This design comes from an exercise in tuning for small area, a short achievable clock period and few clock cycles per item on the open sky130 flow, not from production work.
Only simulation tests tie the RTL to the original design; equivalence was not proved.

## wip/maple
// cpu16
module cpu16 (
    input  wire         clk,
    input  wire         rst,           
    input  wire [15:0]  reset_pc,
    input  wire [15:0]  reset_sp,
    input  wire         step_valid,
    input  wire         step_irq,      
    input  wire [7:0]   step_vector,
    output wire         step_ready,
    output wire         step_done,
    output wire [127:0] regs,          
    output wire [15:0]  sr_out,
    output wire         halted,
    output wire [1:0]   fault_kind,
    output wire [15:0]  fault_pc,
    output wire [16:0]  fault_info,
    output reg          mem_req,
    output reg          mem_we,
    output reg  [15:0]  mem_addr,
    output reg  [15:0]  mem_wdata,
    output reg  [1:0]   mem_be,
    input  wire [15:0]  mem_rdata,
    input  wire         mem_ready
);
For scale: about 3,400 cells after synthesis, roughly 280 flip-flops.
Settings: LEC_CHECK=0, CAP_MARGIN=20, CORE_MARGIN=2, CORE_UTILIZATION=25, PLACE_DENSITY=0.55, SETUP_SLACK_MARGIN=2.5, SLEW_MARGIN=20; clock period 8.0 ns.
standard.sh (not shown) runs the stock make flow with config.mk's settings and CLKGATE_MAP_FILE= SYNTH_SCRIPT=/design/flow/synth_recipe.tcl, a recipe that flattens the netlist after the stock synthesis.
==> flow/flow/run.sh <==
#!/bin/bash
export BUFFER_PORTS_ARGS="-buffer_cell sky130_fd_sc_hd__buf_1"
bash standard.sh > standard.log 2>&1
Per the final summary, wip/maple finished and its layout is clean on timing, DRC and antenna.
Testbench counts of wip/maple, summed over its fixed seeds: cycles 92,534, steps 54,336.
What wip/cedar does differently from wip/maple at the input level:
Settings: a change of PLACE_DENSITY from 0.55 to 0.45; a change of SETUP_SLACK_MARGIN from 2.5 to 2.25.
==> notes.md <==
Ratio of routed vias to standard cells was lower in the run labelled wip/cedar.
Fraction of the cycle the final worst path needs: wip/cedar > wip/maple
On core utilization: between wip/cedar and wip/maple, it ends up higher for wip/maple.
wip/cedar: global-route wire length before repair 1.1% below wip/maple
Against wip/maple, wip/cedar reports a worst setup slack that is lower.

========
== run A ==
cpu16 again, from the RTL that the note above started with.
==> flow/config.mk <==
export PLATFORM = sky130hd
export DESIGN_NAME = cpu16
export DESIGN_NICKNAME = cpu16
export VERILOG_FILES = /design/flow/design.v
export SDC_FILE = /design/flow/constraint.sdc
export NUM_CORES = 4
export LEC_CHECK = 0
export CAP_MARGIN = 20
export CORE_MARGIN = 2
export CORE_UTILIZATION = 25
export PLACE_DENSITY = 0.45
export SETUP_SLACK_MARGIN = 2.5
export SLEW_MARGIN = 20
==> flow/constraint.sdc <==
create_clock -name core_clock -period 8.0 [get_ports {clk}]
set_input_delay 1.6000 -clock core_clock [delete_from_list [all_inputs] [get_ports {clk}]]
set_output_delay 1.6000 -clock core_clock [all_outputs]
set_load 0.01 [all_outputs]
==> flow/flow/run.sh <==
#!/bin/bash
export BUFFER_PORTS_ARGS="-buffer_cell sky130_fd_sc_hd__buf_2"
bash standard.sh > standard.log 2>&1
Testbench counts of run A, summed over its fixed seeds: cycles 92,534, steps 54,336.
[inputs] run B vs run A
# run A
export LEC_CHECK = 0
export CAP_MARGIN = 20
export CORE_MARGIN = 2
export CORE_UTILIZATION = 25
export PLACE_DENSITY = 0.45
export SETUP_SLACK_MARGIN = 2.5
export SLEW_MARGIN = 20
create_clock -name core_clock -period 8.0 [get_ports {clk}]
# run B
export LEC_CHECK = 0
export CAP_MARGIN = 20
export CORE_MARGIN = 2
export CORE_UTILIZATION = 25
export PLACE_DENSITY = 0.45
export SETUP_SLACK_MARGIN = 2.0
export SLEW_MARGIN = 20
create_clock -name core_clock -period 8.0 [get_ports {clk}]
==> flow/flow/run.sh <==
#!/bin/bash
export BUFFER_PORTS_ARGS="-buffer_cell sky130_fd_sc_hd__buf_1"
bash standard.sh > standard.log 2>&1
[summary]
Run B: pin count of the biggest net entering global routing 49 below run A
Compared with run A, run B shows a higher sequential cell power.
Run comparison: run B slowest cell on the critical path o221ai_2; run A slowest cell on the critical path dfxtp_1
The run with more routed wire is run A, not run B.
Sort run A and run B by met3 layer wire length in the routed design, descending, and run B comes first.
Of the two values seen for highest routing layer actually used, met4 was produced by run B and met5 by run A.
[compare] base=run A new=run B: count of buffers added by post-CTS timing repair for setup moved down; utilization of the core after routing shrank by 1.9 points.
Setup changes, run B to run C
# run B
export LEC_CHECK = 0
export CAP_MARGIN = 20
export CORE_MARGIN = 2
export CORE_UTILIZATION = 25
export PLACE_DENSITY = 0.45
export SETUP_SLACK_MARGIN = 2.0
export SLEW_MARGIN = 20
create_clock -name core_clock -period 8.0 [get_ports {clk}]
# run C
export LEC_CHECK = 0
export CAP_MARGIN = 20
export CORE_MARGIN = 2
export CORE_UTILIZATION = 25
export PLACE_DENSITY = 0.45
export SETUP_SLACK_MARGIN = 2.5
export SLEW_MARGIN = 20
create_clock -name core_clock -period 8.0 [get_ports {clk}]
[summary]
Run C: done, clean on timing, DRC and antenna. Setup slack: run C more than run B. In the route summary, run C ends up with a via count exceeding that of run B. The lower wire length of run C and run B is in run B. Higher non-clock buffer count was reported by run C, not run B. Diff run B -> run C: length of the first detailed-routing pass in iterations flat; critical path depth went up 2.

-- separate check: timing with driven ports --
In the flow no input, the clock included, has a driving cell. The finished layouts below were timed again as built, in two steps. Step 1, drivers: a clkbuf_16 drives clk and a buf_2 each remaining input, both assumed. Step 2, shift: input delay + t, output delay - t, t = (earliest + latest rising clock arrival at the registers) / 2. This alone moves slack from input paths to output paths. Slacks: ideal ports / drivers / drivers and shift; pairs: ideal ports / drivers.
run	t, ns	setup slack, ns	worst hold slack (ns)	slew at the worst register clock pin (ns)	worst data-port slew with drivers (ns)
wip/maple	0.645	2.357 / 2.291 / 2.537	0.476 / 0.476 / 0.476	0.08 / 0.08	0.07
wip/cedar	0.667	2.271 / 2.204 / 2.132	0.477 / 0.477 / 0.477	0.07 / 0.07	0.08
run A	0.677	2.396 / 2.330 / 2.124	0.487 / 0.487 / 0.487	0.08 / 0.08	0.07
run B	0.665	1.995 / 1.927 / 2.194	0.473 / 0.473 / 0.473	0.07 / 0.07	0.07
run C	0.671	2.340 / 2.270 / 2.235	0.473 / 0.473 / 0.473	0.07 / 0.07	0.09
After both steps setup and hold are still met in every run listed. For run A, which loses most, drivers alone change the setup slack by -0.066 ns; drivers and shift together by -0.272 ns.
